Source: an optimization exercise on an open RTL-to-GDS flow (aim: small area, a short achievable clock period and few clock cycles). Production flows keep margins and buffers that such runs may drop.
RTL that was checked went through simulation tests only; none was proved equivalent to the original.
Function not checked in run 4: the RTL went through the layout flow alone.

## flow/config.mk

```make
export PLATFORM = sky130hd
export DESIGN_NAME = ssb_synth
export DESIGN_NICKNAME = ssb_synth
export VERILOG_FILES = /design/flow/design.v
export SDC_FILE = /design/flow/constraint.sdc
export NUM_CORES = 4
export LEC_CHECK = 0
export CAP_MARGIN = 20
export CORE_MARGIN = 2
export CORE_UTILIZATION = 40
export PLACE_DENSITY = 0.6
export SLEW_MARGIN = 20
```

## flow/constraint.sdc

```tcl
create_clock -name core_clock -period 10.0 [get_ports {clk}]
set_input_delay 2.0000 -clock core_clock [delete_from_list [all_inputs] [get_ports {clk}]]
set_output_delay 2.0000 -clock core_clock [all_outputs]
set_load 0.01 [all_outputs]
```

## flow/design.v

```verilog
module ssb_synth (
    input  wire         clk,
    input  wire         rst,         
    input  wire         in_valid,
    output wire         in_ready,
    input  wire [16*16-1:0] in_row,      
    output wire         out_valid,
    input  wire         out_ready,
    output wire [16*16-1:0] out_pcm      
);
    localparam integer W0 = 18;      
    localparam integer W  = 20;      
    reg              rst_q;          
    reg              vs, v1, v2, v3;
    reg              ov, kv;
    reg [16*16-1:0]  s_in;           
    reg [16*16-1:0]  p0;             
    reg [W0*16-1:0]  x1;             
    reg [W0*8-1:0]   st1;            
    reg [W*16-1:0]   x2;             
    reg [W*4-1:0]    st2;            
    reg [W*16-1:0]   x3;             
    reg [W*2-1:0]    st3;            
    reg [16*16-1:0]  o_q, k_q;       
    wire adv  = ~kv;
    wire push = adv & v3;
    assign in_ready  = adv;
    assign out_valid = ov;
    assign out_pcm   = o_q;
    wire [W0*16-1:0] y0s;
    genvar c, p;
    generate
        for (c = 0; c < 8; c = c + 1) begin : g_s0
            wire [W0-1:0] a  = {{2{s_in[16*c+15]}},     s_in[16*c +: 16]};
            wire [W0-1:0] b  = {{2{s_in[16*(c+8)+15]}}, s_in[16*(c+8) +: 16]};
            wire [W0-1:0] r0 = {{2{p0[16*c+15]}},       p0[16*c +: 16]};
            wire [W0-1:0] r1 = {{2{p0[16*(c+8)+15]}},   p0[16*(c+8) +: 16]};
            wire [W0-1:0] bias = (c == 0) ? 1 : 0;
            assign y0s[W0*c +: W0]     = a + r0 + (r1 << 1) + bias;
            assign y0s[W0*(c+8) +: W0] = (a << 1) - (r1 + b) + bias;
        end
    endgenerate
    wire [W*16-1:0] xin1, xin2, xin3;
    wire [W*8-1:0]  sti1;
    wire [W*16-1:0] y1s, y2s, y3s;
    generate
        for (p = 0; p < 16; p = p + 1) begin : g_ext
            assign xin1[W*p +: W] = {{(W-W0){x1[W0*p+W0-1]}}, x1[W0*p +: W0]};
            if (p < 8) begin : g_st
                assign sti1[W*p +: W] = {{(W-W0){st1[W0*p+W0-1]}}, st1[W0*p +: W0]};
            end
        end
    endgenerate
    ssb_lift_stage #(.C(4)) u_s1 (.x(xin1), .st(sti1), .y(y1s));
    ssb_lift_stage #(.C(2)) u_s2 (.x(x2),   .st(st2),  .y(y2s));
    ssb_lift_stage #(.C(1)) u_s3 (.x(x3),   .st(st3),  .y(y3s));
    wire [16*16-1:0] r3;
    generate
        for (p = 0; p < 16; p = p + 1) begin : g_pcm
            assign r3[16*p +: 16] = y3s[W*p+4 +: 16];
        end
    endgenerate
    always @(posedge clk) begin
        if (adv) begin
            s_in <= in_row;
            x1   <= y0s;
            x2   <= y1s;
            x3   <= y2s;
            k_q  <= r3;
        end
        if (~ov | out_ready)
            o_q <= kv ? k_q : r3;
    end
    always @(posedge clk) begin
        if (rst_q) begin
            p0  <= 0;
            st1 <= 0;
            st2 <= 0;
            st3 <= 0;
        end else if (adv) begin
            if (vs) p0  <= s_in;
            if (v1) st1 <= x1[W0*8 +: W0*8];
            if (v2) st2 <= x2[W*12 +: W*4];
            if (v3) st3 <= x3[W*14 +: W*2];
        end
    end
    always @(posedge clk) begin
        rst_q <= rst;
        if (rst) begin
            vs <= 1'b0;
            v1 <= 1'b0;
            v2 <= 1'b0;
            v3 <= 1'b0;
            ov <= 1'b0;
            kv <= 1'b0;
        end else begin
            if (adv) begin
                vs <= in_valid;
                v1 <= vs;
                v2 <= v1;
                v3 <= v2;
            end
            ov <= kv | push | (ov & ~out_ready);
            kv <= (kv | push) & ov & ~out_ready;
        end
    end
endmodule
module ssb_lift_stage #(
    parameter integer C = 1
) (
    input  wire [20*16-1:0]  x,
    input  wire [20*2*C-1:0] st,     
    output wire [20*16-1:0]  y
);
    genvar p;
    generate
        for (p = 0; p < 16; p = p + 1) begin : g_pair
            if ((p / C) % 2 == 0) begin : g_even
                wire [19:0] a = x[20*p +: 20];
                wire [19:0] b = x[20*(p+C) +: 20];
                wire [19:0] r0, r1;
                if (p < 2 * C) begin : g_first
                    assign r0 = st[20*p +: 20];
                    assign r1 = st[20*(p+C) +: 20];
                end else begin : g_chain
                    assign r0 = x[20*(p-2*C) +: 20];
                    assign r1 = x[20*(p-C) +: 20];
                end
                assign y[20*p +: 20]     = a + r0 + (r1 << 1);
                assign y[20*(p+C) +: 20] = (a << 1) - (r1 + b);
            end
        end
    endgenerate
endmodule
```

## flow/run.sh

```bash
#!/bin/bash
# synth_recipe.tcl (not shown) runs the flow's synth.tcl, then flattens the netlist and writes it again
# the make line also repeats each setting of config.mk as NAME=value (left out here)
make -C /OpenROAD-flow-scripts/flow DESIGN_CONFIG=/design/flow/config.mk WORK_HOME=/design/flow/orfs CLKGATE_MAP_FILE= SYNTH_SCRIPT=/design/flow/synth_recipe.tcl finish
```

==> flow_summary_export.csv, run 1 <==
group,metric,value,unit
logic_synthesis,synth_area,143800,um^2
clock_tree,cts_tree,"done",
logic_synthesis,ys_top_cells_by_count,"1654 x nand2_1, 1440 x edfxtp_1, 1243 x inv_1",
critical_path,crit_fanout,39,
logic_synthesis,synthMostInstantiatedCell,"nand2_1",
logic_synthesis,async_reset_ff_share,0,%
floorplanning,core_area,358400,um^2
timing,worst_pin_slew,1.195,ns
logic_synthesis,synth.distinct_cells,83,
placement,placement.io_buffers,517,
logic_synthesis,avgSynthCellArea,10.89,um^2
detailed_routing,postRouteAntennaNets,0,
global_routing,grt_overflow_total,0,
critical_path,rrSetupSlack,5.56,ns
final_layout,final_layout_size_suffix_gt1_share,4.386,%
clock_tree,root_buffer,"clkbuf_16",
final_layout,register_area,58920,um^2
global_routing,gr-usage-met1,35.37,%
final_layout,syn2layout_area_growth,13.94,%
global_routing,grt_max_degree,166,
global_routing,grt_use_total,24.29,%
detailed_routing,drt_first_pass_iters,6,
floorplanning,row_count,220,
clock_tree,clkTransAtPathRegs,0.06,ns
floorplanning,start_util,40.13,%
logic_synthesis,mappedNetlistNets,15830,
final_layout,stdcell_count,18810,
timing,final-setup-viol-count,0,
timing,hold_viol,0,
placement,dp.cells,18300,
clock_tree,clock_latency,0.98,ns
final_layout,fin_area,163900,um^2
final_layout,final_nets,16430,
clock_tree,cts_resized,0,
timing,rsz0062_at_grt,"no",
timing,relSlewSlack,18.24,%
global_routing,grt_pass1_vias,96450,
detailed_routing,routedWlPerCell,23.79,um
global_routing,met2_usage,36.15,%
critical_path,arrival,2.64,ns
critical_path,start_kind,"register",
logic_synthesis,synth-seq-cells,2223,
logic_synthesis,synth_top_area_share,30.07,%
detailed_routing,vias_per_cell,5.280,
logic_synthesis,yosysWarningCount,1,
clock_tree,clk_path_buf_depth,4,
job,maxCapViolations,0,
logic_synthesis,synth_cells,13200,
placement,hpwl,368300,um
floorplanning,dieArea,364300,um^2
clock_tree,cts_buffers,268,
detailed_routing,num_vias,99340,
timing,max_freq,215.4,MHz
clock_tree,postCtsSetupRepairBufs,0,
detailed_routing,drt_iter0_markers,8608,
timing,fin_skew,0.05644,ns
detailed_routing,drc,0,
logic_synthesis,synth-edff-count,1440,
placement,place_congestion,1.001,
timing,final_max_slew_viol_count,0,
logic_synthesis,synth_seq_area_share,40.97,%
critical_path,endpoint_kind,"output port",
floorplanning,io-pin-count,518,
critical_path,worstPathRequired,8.00,ns
critical_path,critPathKind,"reg2out",
timing,fin_crit,4.642,ns
floorplanning,die_h,603.6,um
detailed_routing,wl,447600,um
final_layout,fill_cells,33550,
min_path,hold_path_class,"reg2reg",
final_layout,multi_input_area,79370,um^2
timing,fin_crit_sh,46.42,%
clock_tree,cts_hold_buffers,0,
status,status,"timing/DRC/antenna clean",
logic_synthesis,synth.area.top_cells,"edfxtp_1 30%, fa_1 16%, dfxtp_1 11%, ha_1 11%, nand2_1 4.3%",
global_routing,use_met3,4.495,%
logic_synthesis,synth_ff_type,"edfxtp_1",
floorplanning,dieWidth,603.6,um
logic_synthesis,yosysTopAreaCell,"edfxtp_1",
global_routing,antenna_found_initial,69,
clock_tree,clock-sinks,2223,
timing,finalSetupTns,0,ns
global_routing,busiest_layer,"met2",
global_routing,grt_pass1_wl,650600,um
clock_tree,htreeDepth,5,
placement,dpl-instance-area,154800,um^2
layout by cell type, fill, tap and decap left out, drive strengths merged, types with 38 or more instances in the layout:
master / netlist / final
nand4: 44 / 44
o21bai: 140 / 140
nand3: 140 / 140
and2: 49 / 49
ha: 1232 / 1232
nand2: 1654 / 1654
nand2b: 97 / 97
o211ai: 38 / 38
edfxtp: 1440 / 1440
a31oi: 82 / 82
xnor2: 650 / 650
clkinv: 0 / 87
fa: 1136 / 1136
o21ai: 570 / 570
a21oi: 1199 / 1199
o21a: 147 / 147
buf: 12 / 70
nor3: 186 / 186
xor2: 335 / 335
clkdlybuf4s50: 0 / 517
a211oi: 113 / 113
inv: 1244 / 1270
a21boi: 40 / 40
or3: 76 / 76
o31ai: 72 / 72
nor2b: 125 / 125
and3: 82 / 82
nor2: 513 / 513
a21o: 291 / 291
dfxtp: 783 / 783
clkbuf: 245 / 340
critical path: stages (launching register included):
cell,delay [ns]
dfxtp_4,0.50
inv_8,0.26
clkdlybuf4s50_1,0.87
path summary, 6_finish.rpt:
path               startpoint                   to  cells past startpoint
max             kv$_SDFF_PP0_             in_ready                      2
min          k_q[226]$_DFF_P_     k_q[226]$_DFF_P_                      2
max reg2reg     kv$_SDFF_PP0_  s_in[197]$_DFFE_PN_                      5
min reg2reg  k_q[226]$_DFF_P_     k_q[226]$_DFF_P_                      2
kinds of logic after synthesis:
family                   count (synthesis)  share of synthesized area (%)
AND/OR/NAND/NOR                       3101                          9.545
AO/OA/AOI/OAI                         2975                          12.69
adder cells (fa/ha/maj)               2368                          26.53
flip-flops                            2223                          40.97
buffers and inverters                 1501                          3.920
XOR/XNOR                               985                          5.999
multiplexers                            47                         0.3463
layout make-up:
type | count | area share [%]
Tap cell | 4773 | 3.645
Timing Repair Buffer | 587 | 3.548
Sequential cell | 2223 | 35.96
Inverter | 1244 | 2.854
Antenna cell | 19 | 0.02902
Clock inverter | 152 | 1.042
Multi-Input combinational cell | 9476 | 48.44
Clock buffer | 340 | 4.482
layer usage:
metal	share of wire (%)	wire length [um]	up-vias
met2	43	190400	2952
li1	-	-	47160
met3	7.0	31200	623
met1	47	209500	48550
met5	0.087	389	-
met4	3.6	16130	52
metrics by stage:
| stage | utilization (%) | hold WS (ns) | setup slack (ns) |
|---|---|---|---|
| finish | 45.72 | 0.4474 | 5.358 |
| global route | 45.71 | 0.4730 | 5.224 |
| CTS | 45.71 | 0.4471 | 5.183 |
| detailed placement | 43.18 | 0.4315 | 5.664 |
| global placement | 43.17 | 0.4255 | 5.680 |
| floorplan | - | 0.4117 | 1.173 |
state kept, by name, indices dropped and copies added (netlist names), 80 cells and up:
signal  count
k_q       256
x1        288
p0        256
x3        320
s_in      256
st1       144
x2        320
o_q       256
st2        80
Testbench counts, summed over its fixed seeds: cycles 8,040.
==> run 2: changes to the inputs <==
==> flow/flow/run.sh (new file) <==
#!/bin/bash
set -euo pipefail
bash standard.sh SETUP_SLACK_MARGIN=6.5 finish > standard_finish.log 2>&1
==> flow/standard.sh (new file) <==
#!/bin/bash
# synth_recipe.tcl (not shown) runs the flow's synth.tcl, then flattens the netlist and writes it again
# the make line also repeats each setting of config.mk as NAME=value (left out here)
make -C /OpenROAD-flow-scripts/flow DESIGN_CONFIG=/design/flow/config.mk WORK_HOME=/design/flow/orfs CLKGATE_MAP_FILE= SYNTH_SCRIPT=/design/flow/synth_recipe.tcl "${@:-finish}"
removed: flow/run.sh
==> run 2 against run 1 <==
  * Still clean on timing, DRC and antenna
  * Hold slack better by 0.00066 ns
  * Clock skew is 0.0082 ns lower
  * Design area up 4.2%
  * Synthesized cell count unchanged
  * Sequential share of layout area shrank 1.5 points
  * Core utilization increased by 1.9 points
==> flow_summary_export.csv, run 2 <==
group,metric,value,unit
status,status,"timing/DRC/antenna clean",
min_path,worstHoldStart,"k_q[173]$_DFF_P_",
placement,hpwl,367300,um
critical_path,r2r-end,"x3[98]$_DFFE_PN_",
logic_synthesis,synth_area,143800,um^2
timing,finalSetupTns,0,ns
clock_tree,clock_latency,0.94,ns
logic_synthesis,mappedNetlistNets,15830,
critical_path,worstPathRequired,8.00,ns
detailed_routing,dr_wl_met3,33170,um
detailed_routing,vias_per_cell,5.308,
clock_tree,cts_tree,"done",
timing,final_max_slew_viol_count,0,
logic_synthesis,synth_seq_area_share,40.97,%
critical_path,cpPeakStageDelay,0.35,ns
critical_path,start_kind,"register",
critical_path,crit_family,"buffers and inverters",
clock_tree,clkTransAtPathRegs,0.06,ns
final_layout,fill_cells,32960,
floorplanning,row_count,220,
final_layout,layout_commonest_cell,"nand2_1",
final_layout,final_layout_size_suffix_gt1_share,13.89,%
critical_path,ff2ff_path_depth,12,
placement,placement.io_buffers,517,
floorplanning,dieWidth,603.6,um
final_layout,final_util,47.66,%
floorplanning,io-pin-count,518,
logic_synthesis,ys_top_cells_by_count,"1654 x nand2_1, 1440 x edfxtp_1, 1243 x inv_1",
clock_tree,clock-sinks,2223,
placement,place_congestion,0.9934,
floorplanning,start_util,40.13,%
placement,dp_slack,4.991,ns
timing,layout_setup_ws,6.304,ns
timing,relSlewSlack,15.21,%
timing,worst_pin_slew,1.268,ns
detailed_routing,drc,0,
detailed_routing,num_vias,101800,
detailed_routing,postRouteAntennaNets,0,
detailed_routing,highest_layer,"met5",
final_layout,multi_input_area,83980,um^2
final_layout,stdcell_count,19190,
timing,max_freq,270.6,MHz
detailed_routing,wl_met1,211900,um
final_layout,syn2layout_area_growth,18.78,%
logic_synthesis,synth_cells,13200,
global_routing,antenna_found_initial,59,
timing,rsz0062_at_grt,"yes",
logic_synthesis,yosysTopAreaCell,"edfxtp_1",
logic_synthesis,yosysWarningCount,1,
min_path,hold_path_depth,2,
detailed_routing,drt_iter0_markers,8538,
clock_tree,root_buffer,"clkbuf_16",
detailed_routing,drt_first_pass_iters,6,
logic_synthesis,synth-edff-count,1440,
critical_path,arrival,1.70,ns
global_routing,grt_overflow_total,0,
critical_path,endpoint_kind,"output port",
clock_tree,clk_path_buf_depth,4,
global_routing,grt_max_degree,195,
global_routing,grt_pass1_vias,97880,
min_path,min_to,"k_q[173]$_DFF_P_",
logic_synthesis,synth.distinct_cells,83,
floorplanning,die_h,603.6,um
detailed_routing,routedWlPerCell,24.04,um
critical_path,crit_fanout,3,
timing,fin_skew,0.04821,ns
job,maxCapViolations,0,
logic_synthesis,synth.area.top_cells,"edfxtp_1 30%, fa_1 16%, dfxtp_1 11%, ha_1 11%, nand2_1 4.3%",
logic_synthesis,synth_top_area_share,30.07,%
floorplanning,core_area,358400,um^2
final_layout,layout_common_cells,"1645 x nand2_1, 1440 x edfxtp_1, 1188 x inv_1",
critical_path,critPathKind,"reg2out",
detailed_routing,dr_wl_met2,197000,um
global_routing,grt_use_total,24.77,%
timing,fin_crit,3.696,ns
logic_synthesis,synthMostInstantiatedCell,"nand2_1",
placement,dp.cells,18300,
final_layout,reg_top3,"x2: 320 flops, x3: 320 flops, x1: 288 flops",
logic_synthesis,avgSynthCellArea,10.89,um^2
min_path,hold_path_class,"reg2reg",
floorplanning,dieArea,364300,um^2
timing,fin_crit_sh,36.96,%
critical_path,rrSetupSlack,6.31,ns
clock_tree,htreeDepth,5,
logic_synthesis,synth_ff_type,"edfxtp_1",
critical_path,critPathSlowestCell,"dfxtp_4",
detailed_routing,wl,461400,um
critical_path,r2r_start,"x2[41]$_DFFE_PN_",
critical_path,worstPathCellList,"buf_12, clkinv_16, buf_8",
final_layout,register_area,58930,um^2
critical_path,cp.buffers_inverters,3,
timing,final-setup-viol-count,0,
final_layout,final_nets,16800,
logic_synthesis,async_reset_ff_share,0,%
timing,hold_viol,0,
clock_tree,cts_buffers,266,
logic_synthesis,synth-seq-cells,2223,
global_routing,grt_pass1_wl,661600,um
-- run 2: cell counts after synthesis --
Identical to the previous run, type by type.
-- run 2: through the flow --
| stage | instance area [um^2] | hold slack (ns) |
|---|---|---|
| finish | 170800 | 0.4480 |
| global route | 170800 | 0.4648 |
| CTS | 166400 | 0.4544 |
| floorplan | 143900 | 0.4117 |
| global placement | 154700 | 0.4300 |
| detailed placement | 154700 | 0.4380 |
-- run 2: cell families (layout without fill, tap and decap cells) --
| kind of cell | Yosys count | count (layout) | share of synthesized area (%) |
|---|---|---|---|
| and+or+nand+nor | 3101 | 3103 | 9.545 |
| DFF | 2223 | 2223 | 40.97 |
| xor gates and xnor gates | 985 | 985 | 5.999 |
| adders and majority gates | 2368 | 2368 | 26.53 |
| muxes | 47 | 47 | 0.3463 |
| other | 0 | 19 | 0 |
| buffers and inverters | 1501 | 2695 | 3.920 |
| AOI/OAI and AO/OA | 2975 | 2975 | 12.69 |
-- run 2: what timing repair did --
item	4_1_cts	5_1_grt
buffers inserted	180	194
setup endpoints to repair	1225	673
gates resized for setup	1564	635
pin swaps	187	417
endpoints found under the hold margin	0	0
hold buffers	0	0
cloned	8	1
-- run 2: worst max path at each step --
stage / from / to / slack (ns) / cells past startpoint
final: kv$_SDFF_PP0_ / in_ready / 6.30 / 3
after global routing: x2[41]$_DFFE_PN_ / x3[98]$_DFFE_PN_ / 6.22 / 12
after CTS: kv$_SDFF_PP0_ / in_ready / 6.18 / 3
after detailed placement: out_ready / o_q[228]$_DFFE_PN_ / 4.99 / 4
after global placement: out_ready / o_q[228]$_DFFE_PN_ / 5.01 / 4
after floorplan: kv$_SDFF_PP0_ / in_ready / 4.64 / 3
-- run 2: layout make-up --
cell class | count | area share (%)
clock inverter | 142 | 1.213
sequential | 2223 | 34.50
inverter | 1244 | 2.755
clock buffer | 347 | 4.243
timing repair inverter | 4 | 0.03809
antenna | 19 | 0.02783
multi-input combinational | 9478 | 49.17
timing repair buffer | 958 | 4.561
tap | 4773 | 3.496
-- run 2: routing by layer --
layer,vias up,global-route usage (%)
met5,-,0
li1,47900,-
met3,656,4.442
met4,26,8.638
met1,50150,35.94
met2,3117,37.03
-- run 2: worst register-to-register path: stages, from the launching register on --
cell and delay, ns:
edfxtp_1 0.51, buf_6 0.18, fa_1 0.55, ha_1 0.23, a21o_1 0.18, a211oi_2 0.25
o21ai_1 0.12, a21oi_2 0.24, o21ai_2 0.11, o41a_1 0.46, a211oi_4 0.35, a21oi_2 0.10
xor2_1 0.17
==> run 3: changes to the inputs <==
--- a/flow/config.mk
+++ b/flow/config.mk
@@ -9,4 +9,4 @@
 export CORE_MARGIN = 2
-export CORE_UTILIZATION = 40
-export PLACE_DENSITY = 0.6
+export CORE_UTILIZATION = 55
+export PLACE_DENSITY = 0.65
 export SLEW_MARGIN = 20
==> run 3 against run 2 <==
  * Fmax grew 2.3%
  * Synthesized area unchanged
  * Global-route usage increased by 11 points
  * Hold slack improved by 0.011 ns
  * Clock-buffer cell count is 23 lower
==> flow_summary_export.csv, run 3 <==
group,metric,value,unit
floorplanning,row_count,187,
floorplanning,dieArea,265600,um^2
placement,hpwl,381000,um
timing,fin_skew,0.03378,ns
logic_synthesis,synthMostInstantiatedCell,"nand2_1",
clock_tree,clk_path_buf_depth,4,
critical_path,start_kind,"register",
final_layout,multi_input_area,83650,um^2
logic_synthesis,synth.distinct_cells,83,
logic_synthesis,synth_top_area_share,30.07,%
timing,max_freq,276.9,MHz
timing,final_max_slew_viol_count,0,
clock_tree,cts_tree,"done",
global_routing,grt_overflow_total,0,
critical_path,crit_fanout,6,
logic_synthesis,synth_ff_type,"edfxtp_1",
clock_tree,cts_hold_buffers,0,
floorplanning,die_h,515.3,um
min_path,hold_path_class,"reg2reg",
final_layout,register_area,58930,um^2
global_routing,busiest_layer,"met2",
timing,worst_pin_slew,1.199,ns
critical_path,rrSetupSlack,6.41,ns
detailed_routing,wl,477600,um
final_layout,layout_commonest_cell,"nand2_1",
timing,finalSetupTns,0,ns
critical_path,worstPathRequired,8.00,ns
logic_synthesis,synth.area.top_cells,"edfxtp_1 30%, fa_1 16%, dfxtp_1 11%, ha_1 11%, nand2_1 4.3%",
detailed_routing,routedWlPerCell,26.74,um
detailed_routing,vias_per_cell,5.918,
clock_tree,clkTransAtPathRegs,0.06,ns
global_routing,met2_usage,53.38,%
logic_synthesis,synth-seq-cells,2223,
timing,relSlewSlack,19.48,%
critical_path,critPathKind,"reg2out",
final_layout,fill_cells,20290,
floorplanning,start_util,55.37,%
final_layout,reg_top3,"x2: 320 flops, x3: 320 flops, x1: 288 flops",
detailed_routing,drt_first_pass_iters,6,
final_layout,final_nets,16860,
logic_synthesis,synth-edff-count,1440,
detailed_routing,num_vias,105700,
timing,fin_crit,3.611,ns
logic_synthesis,ys_top_cells_by_count,"1654 x nand2_1, 1440 x edfxtp_1, 1243 x inv_1",
logic_synthesis,yosysWarningCount,1,
job,maxCapViolations,0,
critical_path,critPathCapture,"in_ready",
clock_tree,htreeDepth,4,
timing,rsz0062_at_grt,"yes",
placement,placement.io_buffers,517,
timing,fin_crit_sh,36.11,%
detailed_routing,drc,0,
global_routing,grt_pass1_wl,684900,um
logic_synthesis,mappedNetlistNets,15830,
logic_synthesis,yosysTopAreaCell,"edfxtp_1",
critical_path,r2r_start,"x3[273]$_DFFE_PN_",
logic_synthesis,async_reset_ff_share,0,%
logic_synthesis,synth_area,143800,um^2
detailed_routing,postRouteAntennaNets,0,
detailed_routing,drt_iter0_markers,9852,
clock_tree,clock-sinks,2223,
timing,hold_viol,0,
clock_tree,root_buffer,"clkbuf_16",
final_layout,final_layout_size_suffix_gt1_share,13.98,%
global_routing,use_met3,6.051,%
final_layout,layout_common_cells,"1646 x nand2_1, 1440 x edfxtp_1, 1182 x inv_1",
clock_tree,clock_latency,0.95,ns
status,status,"timing/DRC/antenna clean",
critical_path,crit_start,"kv$_SDFF_PP0_",
global_routing,antenna_found_initial,51,
global_routing,grt_pass1_vias,103200,
floorplanning,dieWidth,515.3,um
floorplanning,io-pin-count,518,
final_layout,final_util,64.78,%
logic_synthesis,avgSynthCellArea,10.89,um^2
timing,final-setup-viol-count,0,
critical_path,endpoint_kind,"output port",
global_routing,gr-usage-met1,49.27,%
global_routing,grt_max_degree,214,
global_routing,grt_use_total,35.31,%
clock_tree,cts_buffers,241,
timing,fin_hold_ws,0.4595,ns
critical_path,ff2ff_path_depth,11,
floorplanning,core_area,259700,um^2
final_layout,syn2layout_area_growth,16.98,%
critical_path,arrival,1.61,ns
logic_synthesis,synth_seq_area_share,40.97,%
placement,place_congestion,1.048,
logic_synthesis,synth_cells,13200,
critical_path,r2r-end,"o_q[223]$_DFFE_PN_",
-- run 3: cell types whose count changed in the layout (fill, tap and decap cells not counted), moves of 11 or more --
| cell | delta |
|---|---|
| xor2_1 | +13 |
| xnor2_1 | +15 |
| bufinv_16 | -16 |
| buf_4 | +66 |
| clkbuf_16 | -20 |
| xor2_2 | -11 |
-- run 3: through the flow --
step / setup WS, ns / std cells / instance area, um^2
final: 6.389 / 17860 / 168200
after global routing: 6.292 / 17850 / 168200
after CTS: 6.256 / 17650 / 164200
after detailed placement: 5.335 / 16920 / 152900
after global placement: 5.455 / 16920 / 152900
after floorplan: 4.639 / 13200 / 143900
-- run 3: area by class of cell --
cell class | instances | share of cell area [%]
inverters | 1244 | 2.817
clock inverters | 131 | 0.8248
well taps | 3402 | 2.530
repair inverters | 3 | 0.02901
repair buffers | 1038 | 5.027
multi-input cells | 9477 | 49.72
flip-flops and latches | 2223 | 35.03
diodes | 17 | 0.02529
clock buffers | 324 | 3.998
-- run 3: cells by family (layout without fill, tap and decap cells) --
group	after synthesis	in the layout	synth area share, %
AND/OR/NAND/NOR	3101	3102	9.545
AO/OA/AOI/OAI	2975	2975	12.69
adder cells (fa/ha/maj)	2368	2368	26.53
flip-flops	2223	2223	40.97
buffers and inverters	1501	2740	3.920
XOR/XNOR	985	985	5.999
multiplexers	47	47	0.3463
other	0	17	0
-- run 3: worst max-delay path, cell delays in order, from the launching register on --
cell       delay, ns
dfxtp_4         0.43
clkinv_16       0.09
buf_12          0.15
-- run 3: metal layers --
layer | up-vias | share of wire (%)
met5 | - | 0.046
met4 | 28 | 5.7
li1 | 47980 | -
met3 | 911 | 8.2
met2 | 4251 | 44
met1 | 52520 | 42
-- run 3: how the worst min path moves through the flow --
stage,from,end,slack (ns),cells after the start
2_1_floorplan,k_q[112]$_DFF_P_,k_q[112]$_DFF_P_,0.41,2
3_3_place_gp,k_q[173]$_DFF_P_,k_q[173]$_DFF_P_,0.43,2
3_5_place_dp,k_q[227]$_DFF_P_,k_q[227]$_DFF_P_,0.44,2
4_1_cts,k_q[2]$_DFF_P_,k_q[2]$_DFF_P_,0.46,2
5_1_grt,st3[3]$_SDFFE_PP0P_,st3[3]$_SDFFE_PP0P_,0.47,2
6_report,p0[48]$_SDFFE_PP0P_,p0[48]$_SDFFE_PP0P_,0.46,2
-- run 3: timing repair --
action,in CTS,in global routing
endpoints found under the setup margin,1420,724
gates resized for setup,1606,567
gates cloned,4,2
pin swaps,211,427
hold endpoints to repair,0,0
setup buffers,276,188
==> run 4: changes to the inputs <==
--- a/flow/design.v
+++ b/flow/design.v
@@ -15,2 +15,3 @@
     reg              ov, kv;
+    reg              rdy_q, ovp_q;   
     reg [16*16-1:0]  s_in;           
@@ -26,4 +27,6 @@
     wire push = adv & v3;
-    assign in_ready  = adv;
-    assign out_valid = ov;
+    wire ov_d = kv | push | (ov & ~out_ready);
+    wire kv_d = (kv | push) & ov & ~out_ready;
+    assign in_ready  = rdy_q;
+    assign out_valid = ovp_q;
     assign out_pcm   = o_q;
@@ -95,2 +98,4 @@
             kv <= 1'b0;
+            rdy_q <= 1'b1;
+            ovp_q <= 1'b0;
         end else begin
@@ -102,4 +107,6 @@
             end
-            ov <= kv | push | (ov & ~out_ready);
-            kv <= (kv | push) & ov & ~out_ready;
+            ov <= ov_d;
+            kv <= kv_d;
+            rdy_q <= ~kv_d;
+            ovp_q <= ov_d;
         end
==> flow/flow/run.sh (replaced) <==
#!/bin/bash
set -euo pipefail
bash standard.sh SETUP_SLACK_MARGIN=6.8 finish > standard_finish.log 2>&1
--- a/flow/config.mk
+++ b/flow/config.mk
@@ -9,4 +9,6 @@
 export CORE_MARGIN = 2
-export CORE_UTILIZATION = 55
-export PLACE_DENSITY = 0.65
+export CORE_UTILIZATION = 40
+export CTS_CLUSTER_DIAMETER = 60
+export CTS_CLUSTER_SIZE = 30
+export PLACE_DENSITY = 0.6
 export SLEW_MARGIN = 20
==> run 4 against run 3 <==
  * Still clean
  * Hold slack got worse by 0.014 ns
  * Clock skew rose by 0.067 ns
  * Register-to-register slack got worse by 0.05 ns
==> flow_summary_export.csv, run 4 <==
group,metric,value,unit
status,status,"timing/DRC/antenna clean",
placement,hpwl,362800,um
timing,fin_hold_ws,0.4453,ns
clock_tree,cts_hold_buffers,0,
timing,final-setup-viol-count,0,
timing,finalSetupTns,0,ns
logic_synthesis,synth_top_area_share,30.12,%
timing,fin_crit_sh,36.97,%
clock_tree,clock-sinks,2224,
detailed_routing,wl,463300,um
detailed_routing,drt_iter0_markers,9268,
critical_path,cpPeakStageDelay,0.52,ns
clock_tree,clk_path_buf_depth,4,
global_routing,grt_pass1_vias,99620,
timing,hold_viol,0,
logic_synthesis,ys_top_cells_by_count,"1655 x nand2_1, 1440 x edfxtp_1, 1232 x ha_1",
global_routing,grt_pass1_wl,666200,um
final_layout,layout_commonest_cell,"nand2_1",
clock_tree,clkTransAtPathRegs,0.09,ns
logic_synthesis,synth-edff-count,1440,
critical_path,arrival,1.70,ns
placement,placement.io_buffers,517,
timing,worst_pin_slew,1.180,ns
logic_synthesis,synth_area,143600,um^2
floorplanning,io-pin-count,518,
final_layout,fin_area,179000,um^2
critical_path,crit_fanout,1,
global_routing,antenna_found_initial,71,
min_path,hold_path_class,"reg2reg",
placement,dpl-instance-area,154300,um^2
logic_synthesis,synth_ff_type,"edfxtp_1",
logic_synthesis,avgSynthCellArea,10.98,um^2
timing,fin_skew,0.1005,ns
clock_tree,cts_buffers,223,
logic_synthesis,yosysTopAreaCell,"edfxtp_1",
critical_path,start_kind,"register",
detailed_routing,routedWlPerCell,23.91,um
final_layout,syn2layout_area_growth,24.71,%
timing,rsz0062_at_grt,"yes",
job,maxCapViolations,0,
global_routing,grt_use_total,24.73,%
clock_tree,root_buffer,"clkbuf_16",
logic_synthesis,synth_seq_area_share,41.05,%
placement,place_congestion,1.013,
critical_path,endpoint_kind,"output port",
floorplanning,row_count,219,
floorplanning,start_util,40.27,%
critical_path,cp.buffers_inverters,1,
final_layout,final_nets,17040,
critical_path,worstPathCellList,"buf_2",
timing,max_freq,270.5,MHz
floorplanning,die_h,603.1,um
timing,fin_crit,3.697,ns
final_layout,reg_top3,"x2: 320 flops, x3: 320 flops, x1: 288 flops",
global_routing,grt_overflow_total,0,
logic_synthesis,synth-seq-cells,2224,
detailed_routing,vias_per_cell,5.319,
critical_path,crit_family,"flip-flops",
logic_synthesis,async_reset_ff_share,0,%
logic_synthesis,synth.area.top_cells,"edfxtp_1 30%, fa_1 16%, dfxtp_1 11%, ha_1 11%, xnor2_1 4.5%",
clock_tree,cts_tree,"done",
final_layout,final_layout_size_suffix_gt1_share,21.48,%
logic_synthesis,synth_cells,13080,
detailed_routing,drt_first_pass_iters,7,
floorplanning,core_area,356500,um^2
timing,final_max_slew_viol_count,0,
detailed_routing,num_vias,103100,
logic_synthesis,mappedNetlistNets,15710,
critical_path,critPathSlowestCell,"edfxtp_1",
floorplanning,dieArea,363700,um^2
critical_path,worstPathRequired,8.00,ns
clock_tree,clock_latency,1.00,ns
timing,relSlewSlack,21.34,%
clock_tree,htreeDepth,4,
logic_synthesis,synth.distinct_cells,89,
final_layout,layout_common_cells,"1628 x nand2_1, 1440 x edfxtp_1, 1078 x inv_1",
detailed_routing,postRouteAntennaNets,0,
global_routing,grt_max_degree,188,
detailed_routing,drc,0,
final_layout,final_util,50.22,%
floorplanning,dieWidth,603.1,um
logic_synthesis,synthMostInstantiatedCell,"nand2_1",
critical_path,critPathKind,"reg2out",
logic_synthesis,yosysWarningCount,1,
[run 4: worst paths after layout]
path                            depth (start not counted)                end         startpoint  slack (ns)
worst min register to register                          2    k_q[11]$_DFF_P_    k_q[11]$_DFF_P_        0.45
worst max register to register                         12  o_q[47]$_DFFE_PN_   x3[23]$_DFFE_PN_        6.36
worst max-delay path                                    1        out_pcm[28]  o_q[28]$_DFFE_PN_        6.30
worst min-delay path                                    2    k_q[11]$_DFF_P_    k_q[11]$_DFF_P_        0.45
[run 4: logic make-up after synthesis]
group           count (synthesis)  synth area share, %
mux                            18               0.1421
fa+ha+maj                    2368                26.58
xor+xnor                     1105                6.742
compound gates               2875                12.36
buf+inv                      1444                3.776
simple gates                 3043                9.342
flops                        2224                41.05
[run 4: layout make-up]
type	count	area (um^2)
antenna	16	40.04
sequential	2224	58960
clock buffer	232	5677
fill	31470	177500
clock inverter	187	3069
multi-input combinational	9410	89370
inverter	1186	4496
timing repair buffer	1367	11440
timing repair inverter	2	32.53
tap	4751	5944
[run 4: timing repair]
action / CTS / global route
setup endpoints to repair: 1835 / 1131
pin swaps: 714 / 795
buffers inserted: 489 / 308
gates cloned: 3 / 1
resized for setup: 2377 / 1036
[run 4: metal layers]
layer | track usage, % | wire length [um] | vias up
met4 | 10.12 | 21860 | 36
met2 | 37.57 | 202300 | 3475
met3 | 3.574 | 33680 | 732
met1 | 35.37 | 205200 | 50840
met5 | 0 | 239 | -
li1 | - | - | 47980
[run 4: metrics by stage]
| stage | instances | setup slack, ns |
|---|---|---|
| finish | 19380 | 6.303 |
| global placement | 18140 | 5.576 |
| global route | 19360 | 6.236 |
| floorplan | 13080 | 5.751 |
| detailed placement | 18140 | 5.597 |
| CTS | 19050 | 6.164 |
==> run 5: changes to the inputs <==
--- a/flow/design.v
+++ b/flow/design.v
@@ -13,6 +13,4 @@
     reg              rst_q;          
-    reg              vs, v1, v2, v3;
+    reg              v1, v2, v3;
     reg              ov, kv;
-    reg              rdy_q, ovp_q;   
-    reg [16*16-1:0]  s_in;           
     reg [16*16-1:0]  p0;             
@@ -27,6 +25,5 @@
     wire push = adv & v3;
-    wire ov_d = kv | push | (ov & ~out_ready);
-    wire kv_d = (kv | push) & ov & ~out_ready;
-    assign in_ready  = rdy_q;
-    assign out_valid = ovp_q;
+    wire acc  = adv & in_valid;
+    assign in_ready  = adv;
+    assign out_valid = ov;
     assign out_pcm   = o_q;
@@ -36,4 +33,4 @@
         for (c = 0; c < 8; c = c + 1) begin : g_s0
-            wire [W0-1:0] a  = {{2{s_in[16*c+15]}},     s_in[16*c +: 16]};
-            wire [W0-1:0] b  = {{2{s_in[16*(c+8)+15]}}, s_in[16*(c+8) +: 16]};
+            wire [W0-1:0] a  = {{2{in_row[16*c+15]}},     in_row[16*c +: 16]};
+            wire [W0-1:0] b  = {{2{in_row[16*(c+8)+15]}}, in_row[16*(c+8) +: 16]};
             wire [W0-1:0] r0 = {{2{p0[16*c+15]}},       p0[16*c +: 16]};
@@ -67,3 +64,2 @@
         if (adv) begin
-            s_in <= in_row;
             x1   <= y0s;
@@ -77,4 +73,7 @@
     always @(posedge clk) begin
+        if (rst)
+            p0 <= 0;
+        else if (acc)
+            p0 <= in_row;
         if (rst_q) begin
-            p0  <= 0;
             st1 <= 0;
@@ -82,7 +81,6 @@
             st3 <= 0;
-        end else if (adv) begin
-            if (vs) p0  <= s_in;
-            if (v1) st1 <= x1[W0*8 +: W0*8];
-            if (v2) st2 <= x2[W*12 +: W*4];
-            if (v3) st3 <= x3[W*14 +: W*2];
+        end else begin
+            if (adv & v1) st1 <= x1[W0*8 +: W0*8];
+            if (adv & v2) st2 <= x2[W*12 +: W*4];
+            if (adv & v3) st3 <= x3[W*14 +: W*2];
         end
@@ -92,3 +90,2 @@
         if (rst) begin
-            vs <= 1'b0;
             v1 <= 1'b0;
@@ -98,8 +95,5 @@
             kv <= 1'b0;
-            rdy_q <= 1'b1;
-            ovp_q <= 1'b0;
         end else begin
             if (adv) begin
-                vs <= in_valid;
-                v1 <= vs;
+                v1 <= in_valid;
                 v2 <= v1;
@@ -107,6 +101,4 @@
             end
-            ov <= ov_d;
-            kv <= kv_d;
-            rdy_q <= ~kv_d;
-            ovp_q <= ov_d;
+            ov <= kv | push | (ov & ~out_ready);
+            kv <= (kv | push) & ov & ~out_ready;
         end
==> flow/flow/run.sh (replaced) <==
#!/bin/bash
set -euo pipefail
bash standard.sh SETUP_SLACK_MARGIN=6.5 finish > standard_finish.log 2>&1
--- a/flow/config.mk
+++ b/flow/config.mk
@@ -10,4 +10,2 @@
 export CORE_UTILIZATION = 40
-export CTS_CLUSTER_DIAMETER = 60
-export CTS_CLUSTER_SIZE = 30
 export PLACE_DENSITY = 0.6
==> run 5 against run 4 <==
  * Still clean
  * Via count decreased by 1.2%
  * Fmax decreased by 7.3%
  * Flip-flop and latch count decreased by 258
  * Clock skew decreased by 0.020 ns
  * Design area decreased by 5.5%
  * Worst setup slack got worse by 0.29 ns
  * First-iteration DRC count decreased by 4.3%
  * Hold slack got worse by 0.0016 ns
  * Critical path depth increased by 12
==> flow_summary_export.csv, run 5 <==
group,metric,value,unit
status,status,"timing/DRC/antenna clean",
timing,rsz0062_at_grt,"yes",
detailed_routing,drt_first_pass_iters,6,
critical_path,endpoint_kind,"register",
logic_synthesis,avgSynthCellArea,10.55,um^2
clock_tree,clock-sinks,1966,
placement,place_congestion,1.001,
final_layout,final_nets,16840,
critical_path,arrival,4.65,ns
timing,fin_skew,0.08063,ns
logic_synthesis,synth_seq_area_share,37.64,%
clock_tree,htreeDepth,4,
global_routing,antenna_found_initial,77,
detailed_routing,wl,456600,um
timing,final-setup-viol-count,0,
timing,layout_setup_ws,6.014,ns
timing,relSlewSlack,19.90,%
critical_path,critPathKind,"reg2reg",
floorplanning,die_h,587.2,um
timing,hold_viol,0,
clock_tree,cts_buffers,224,
clock_tree,clk_path_buf_depth,4,
floorplanning,row_count,214,
logic_synthesis,synth-edff-count,1184,
logic_synthesis,mappedNetlistNets,15530,
logic_synthesis,synth.area.top_cells,"edfxtp_1 26%, fa_1 17%, dfxtp_1 12%, ha_1 11%, a21oi_1 4.5%",
clock_tree,cts_hold_buffers,0,
min_path,worstHoldStart,"k_q[13]$_DFF_P_",
detailed_routing,postRouteAntennaNets,0,
clock_tree,cts_tree,"done",
detailed_routing,drc,0,
critical_path,worstPathRequired,10.67,ns
clock_tree,clkTransAtPathRegs,0.06,ns
final_layout,final_layout_size_suffix_gt1_share,20.82,%
detailed_routing,drt_iter0_markers,8873,
critical_path,crit_fanout,3,
floorplanning,io-pin-count,518,
final_layout,layout_commonest_cell,"nand2_1",
timing,final_max_slew_viol_count,0,
final_layout,reg_top3,"x2: 320 flops, x3: 320 flops, x1: 288 flops",
floorplanning,dieWidth,587.2,um
timing,max_freq,250.9,MHz
floorplanning,core_area,339200,um^2
clock_tree,root_buffer,"clkbuf_16",
logic_synthesis,synth_top_area_share,26.13,%
detailed_routing,vias_per_cell,5.371,
critical_path,start_kind,"register",
job,maxCapViolations,0,
final_layout,syn2layout_area_growth,24.35,%
logic_synthesis,synthMostInstantiatedCell,"nand2_1",
global_routing,grt_pass1_vias,97980,
timing,fin_crit_sh,39.86,%
timing,fin_crit,3.986,ns
logic_synthesis,yosysTopAreaCell,"edfxtp_1",
global_routing,grt_pass1_wl,655100,um
global_routing,grt_max_degree,204,
global_routing,grt_overflow_total,0,
timing,worst_pin_slew,1.197,ns
detailed_routing,num_vias,101900,
logic_synthesis,synth_ff_type,"edfxtp_1",
logic_synthesis,ys_top_cells_by_count,"1633 x nand2_1, 1232 x ha_1, 1230 x a21oi_1",
floorplanning,dieArea,344800,um^2
logic_synthesis,synth_area,136000,um^2
critical_path,r2r_start,"x3[102]$_DFFE_PN_",
clock_tree,clock_latency,0.99,ns
logic_synthesis,yosysWarningCount,1,
global_routing,grt_use_total,25.53,%
logic_synthesis,async_reset_ff_share,0,%
logic_synthesis,synth_cells,12900,
logic_synthesis,synth-seq-cells,1966,
final_layout,layout_common_cells,"1610 x nand2_1, 1184 x edfxtp_1, 1090 x inv_1",
floorplanning,start_util,40.10,%
timing,finalSetupTns,0,ns
detailed_routing,routedWlPerCell,24.08,um
critical_path,crit_start,"x3[102]$_DFFE_PN_",
logic_synthesis,synth.distinct_cells,95,
placement,dp_slack,4.306,ns
min_path,hold_path_class,"reg2reg",
placement,hpwl,358400,um
placement,placement.io_buffers,517,
==> run 5: metrics by stage <==
stage	hold WS (ns)	instance area (um^2)	std cells	utilization [%]
3_3_place_gp	0.4316	146500	17760	43.20
3_5_place_dp	0.4374	146500	17760	43.20
4_1_cts	0.4494	163100	18660	48.06
5_1_grt	0.4613	169100	18950	49.86
2_1_floorplan	0.4117	136100	12900	-
6_report	0.4438	169200	18960	49.87
==> run 5: logic make-up after synthesis <==
family | Yosys count | share of synthesized area [%]
xor gates and xnor gates | 1028 | 6.618
adders and majority gates | 2368 | 28.05
muxes | 19 | 0.1499
and+or+nand+nor | 3093 | 9.965
AOI/OAI and AO/OA | 2960 | 13.54
DFF | 1966 | 37.64
buffers and inverters | 1463 | 4.037
==> run 5: worst paths after layout <==
check	end	slack (ns)	cells past startpoint
worst max register to register	o_q[125]$_DFFE_PN_	6.01	13
worst min register to register	k_q[13]$_DFF_P_	0.44	2
worst max-delay path	o_q[125]$_DFFE_PN_	6.01	13
worst min-delay path	k_q[13]$_DFF_P_	0.44	2
==> run 5: critical path: stages, from the launching register on <==
cell and delay, ns:
edfxtp_1 0.56, clkinvlp_4 0.18, buf_6 0.16, fa_1 0.45, ha_2 0.22, a211oi_2 0.27
o21a_1 0.27, o21ai_4 0.09, o41a_1 0.39, a211o_1 0.33, a31o_4 0.27, a21oi_2 0.14
xor2_1 0.22, o21ai_1 0.10
==> run 5: final cells by class <==
type / count / area [um^2]
antenna: 20 / 50.05
sequential: 1966 / 51220
tap: 4536 / 5675
clock buffer: 287 / 6254
clock inverter: 134 / 1617
fill: 30600 / 170100
inverter: 1205 / 4584
multi-input combinational: 9471 / 88810
timing repair buffer: 1342 / 10920
timing repair inverter: 3 / 48.80
==> run 5: repair_timing <==
item,in CTS,in global routing
buffers inserted,478,280
pin swaps,815,751
gates resized for setup,2590,896
gates cloned,4,4
endpoints found under the setup margin,1271,897
==> run 5: metal layers <==
layer | part of all wire, % | vias up | routed length [um] | global-route usage [%]
li1 | - | 47350 | - | -
met3 | 7.1 | 734 | 32440 | 3.592
met5 | 0.071 | - | 323 | 0
met2 | 43 | 3451 | 194200 | 37.89
met1 | 46 | 50270 | 209800 | 37.76
met4 | 4.3 | 48 | 19850 | 9.260
Testbench counts of run 5, summed over its fixed seeds: cycles 8,032.
==> run 6: changes to the inputs <==
==> flow/run.sh (new file) <==
#!/bin/bash
# synth_recipe.tcl (not shown) runs the flow's synth.tcl, then flattens the netlist and writes it again
# the make line also repeats each setting of config.mk as NAME=value (left out here)
make -C /OpenROAD-flow-scripts/flow DESIGN_CONFIG=/design/flow/config.mk WORK_HOME=/design/flow/orfs CLKGATE_MAP_FILE= SYNTH_SCRIPT=/design/flow/synth_recipe.tcl finish
--- a/flow/config.mk
+++ b/flow/config.mk
@@ -11,2 +11,3 @@
 export PLACE_DENSITY = 0.6
+export SETUP_SLACK_MARGIN = 5
 export SLEW_MARGIN = 20
removed: flow/flow/run.sh
removed: flow/standard.sh
==> run 6 against run 5 <==
  * Critical path type unchanged
  * Highest routed layer unchanged
  * Wire length down 6.7%
  * Largest cell class unchanged
  * Via count down 4.9%
  * Fmax decreased by 20%
  * Cell count fell by 4.1%
==> flow_summary_export.csv, run 6 <==
group,metric,value,unit
detailed_routing,num_vias,96860,
timing,finalSetupTns,0,ns
detailed_routing,routedWlPerCell,23.43,um
critical_path,critPathKind,"reg2reg",
placement,placement.io_buffers,517,
clock_tree,clk_path_buf_depth,4,
detailed_routing,dr_wl_met3,29750,um
final_layout,fin_area,154300,um^2
clock_tree,cts_tree,"done",
timing,fin_skew,0.07173,ns
placement,hpwl,354300,um
timing,rsz0062_at_grt,"no",
detailed_routing,vias_per_cell,5.327,
logic_synthesis,synth.area.top_cells,"edfxtp_1 26%, fa_1 17%, dfxtp_1 12%, ha_1 11%, a21oi_1 4.5%",
detailed_routing,drt_first_pass_iters,6,
logic_synthesis,synth_cells,12900,
floorplanning,io-pin-count,518,
timing,fin_crit,4.979,ns
clock_tree,cts_buffers,227,
global_routing,grt_pass1_wl,622200,um
status,status,"timing/DRC/antenna clean",
logic_synthesis,avgSynthCellArea,10.55,um^2
timing,final-setup-viol-count,0,
detailed_routing,drc,0,
timing,fin_crit_sh,49.79,%
logic_synthesis,synth_ff_type,"edfxtp_1",
detailed_routing,dr_wl_met2,177100,um
placement,dpl-instance-area,146500,um^2
timing,fin_hold_ws,0.4512,ns
detailed_routing,drt_iter0_markers,9082,
final_layout,layout_commonest_cell,"nand2_1",
logic_synthesis,synth-edff-count,1184,
critical_path,arrival,5.55,ns
logic_synthesis,synth_area,136000,um^2
critical_path,start_kind,"register",
logic_synthesis,synth_top_area_share,26.13,%
job,maxCapViolations,0,
critical_path,endpoint_kind,"register",
final_layout,final_nets,16060,
logic_synthesis,synth-seq-cells,1966,
final_layout,final_layout_size_suffix_gt1_share,4.042,%
floorplanning,core_area,339200,um^2
timing,relSlewSlack,15.77,%
final_layout,syn2layout_area_growth,13.40,%
detailed_routing,wl_met1,204200,um
timing,worst_pin_slew,1.254,ns
logic_synthesis,mappedNetlistNets,15530,
floorplanning,row_count,214,
min_path,hold_path_class,"reg2reg",
floorplanning,dieWidth,587.2,um
logic_synthesis,synthMostInstantiatedCell,"nand2_1",
detailed_routing,postRouteAntennaNets,0,
logic_synthesis,yosysTopAreaCell,"edfxtp_1",
timing,max_freq,200.9,MHz
global_routing,antenna_found_initial,51,
clock_tree,clock-sinks,1966,
critical_path,crit_fanout,4,
timing,hold_viol,0,
final_layout,fill_cells,31860,
global_routing,grt_pass1_vias,92630,
placement,place_congestion,0.9888,
clock_tree,htreeDepth,4,
clock_tree,cts_hold_buffers,0,
critical_path,worstPathRequired,10.57,ns
final_layout,layout_common_cells,"1629 x nand2_1, 1232 x ha_1, 1230 x a21oi_1",
global_routing,grt_max_degree,167,
logic_synthesis,synth_seq_area_share,37.64,%
global_routing,grt_overflow_total,0,
final_layout,final_util,45.48,%
logic_synthesis,async_reset_ff_share,0,%
floorplanning,start_util,40.10,%
logic_synthesis,synth.distinct_cells,95,
detailed_routing,highest_layer,"met5",
final_layout,reg_top3,"x2: 320 flops, x3: 320 flops, x1: 288 flops",
detailed_routing,wl,426100,um
clock_tree,root_buffer,"clkbuf_16",
floorplanning,die_h,587.2,um
clock_tree,clock_latency,0.97,ns
logic_synthesis,yosysWarningCount,1,
clock_tree,clkTransAtPathRegs,0.06,ns
timing,final_max_slew_viol_count,0,
floorplanning,dieArea,344800,um^2
logic_synthesis,ys_top_cells_by_count,"1633 x nand2_1, 1232 x ha_1, 1230 x a21oi_1",
global_routing,grt_use_total,24.31,%
run 6: cell types whose count changed in the layout (fill, tap and decap cells not counted), sizes merged, moves of 13 or more:
cell	delta
dlygate4sd2	-97
clkdlybuf4s50	+447
dlymetal6s2s	-15
buf	-1069
clkdlybuf4s15	-13
clkbuf	-36
run 6: logic make-up after synthesis:
kind of cell | synth area share [%]
AOI/OAI and AO/OA | 13.54
xor gates and xnor gates | 6.618
muxes | 0.1499
buffers and inverters | 4.037
and+or+nand+nor | 9.965
DFF | 37.64
adders and majority gates | 28.05
run 6: path summary, 6_finish.rpt:
check	cells after the start	slack, ns	endpoint	from
setup / recovery	13	5.02	o_q[207]$_DFFE_PN_	x3[241]$_DFFE_PN_
hold / removal	2	0.45	k_q[164]$_DFF_P_	k_q[164]$_DFF_P_
setup reg to reg	13	5.02	o_q[207]$_DFFE_PN_	x3[241]$_DFFE_PN_
hold reg to reg	2	0.45	k_q[164]$_DFF_P_	k_q[164]$_DFF_P_
run 6: timing repair:
| item | CTS | global route |
|---|---|---|
| endpoints found under the setup margin | 0 | 2 |
| resized for setup | 0 | 2 |
| endpoints found under the hold margin | 0 | 0 |
| setup buffers | 0 | 0 |
run 6: stage by stage:
step	instances	setup slack, ns
final	18190	5.021
after global placement	17740	4.300
after global routing	18170	5.006
after detailed placement	17740	4.269
after CTS	18170	5.279
after floorplan	12900	5.014
run 6: metal layers:
metal / up-vias / global-route usage, %
met2: 3131 / 35.67
met1: 47340 / 36.91
met5: - / 0
met3: 541 / 3.497
met4: 28 / 7.062
li1: 45820 / -
run 6: final cells by class:
type	count	area [um^2]	share of cell area [%]
timing repair buffer	565	5653	3.664
inverter	1205	4531	2.937
antenna	18	45.04	0.02920
clock inverter	147	1669	1.082
sequential	1966	51220	33.20
multi-input combinational	9468	79460	51.50
clock buffer	280	6035	3.911
tap	4536	5675	3.679
run 6: worst max-delay path, stage by stage, from the launching register on:
cell and delay [ns]:
edfxtp_1 0.60, inv_1 0.27, fa_1 0.41, inv_1 0.06, ha_1 0.12, nand4b_1 0.13, nand2_1 0.19, nand3_1 0.17
a311oi_1 0.59, a21oi_1 0.29, o21ai_1 0.40, a31o_1 0.27, nor4b_1 0.08, nor3_1 1.01

==> separate check: timing with driven ports <==
Ports are ideal in the flow. The routed layouts listed here were re-timed in OpenROAD.
Step 1, drivers: a clkbuf_16 drives clk and a buf_2 each remaining input, both assumed.
Step 2 also shifts input and output timing later by t, the mid clock arrival at the registers, as if the neighbouring blocks saw the same clock.
Three values: ideal, step 1, step 2; two values: the first two.
| run | t, ns | setup WS [ns] | hold WS [ns] | worst setup path after step 2 | slew at the worst register clock pin (ns) |
|---|---|---|---|---|---|
| run 1 | 1.045 | 5.358 / 5.264 / 5.564 | 0.447 / 0.447 / 0.447 | register to register | 0.07 / 0.07 |
| run 2 | 1.034 | 6.304 / 6.191 / 5.693 | 0.448 / 0.448 / 0.448 | input to register | 0.07 / 0.07 |
| run 3 | 1.035 | 6.389 / 6.285 / 5.662 | 0.459 / 0.459 / 0.459 | input to register | 0.07 / 0.07 |
| run 4 | 1.058 | 6.303 / 6.193 / 5.903 | 0.445 / 0.445 / 0.445 | input to register | 0.11 / 0.11 |
| run 5 | 1.056 | 6.014 / 6.014 / 5.037 | 0.444 / 0.444 / 0.444 | input to register | 0.07 / 0.07 |
| run 6 | 1.054 | 5.021 / 5.021 / 4.251 | 0.451 / 0.451 / 0.451 | input to register | 0.08 / 0.08 |
After both steps every run listed still meets setup and hold. For run 5, which loses most, drivers alone change the setup slack by 0.000 ns; drivers and shift together by -0.977 ns.
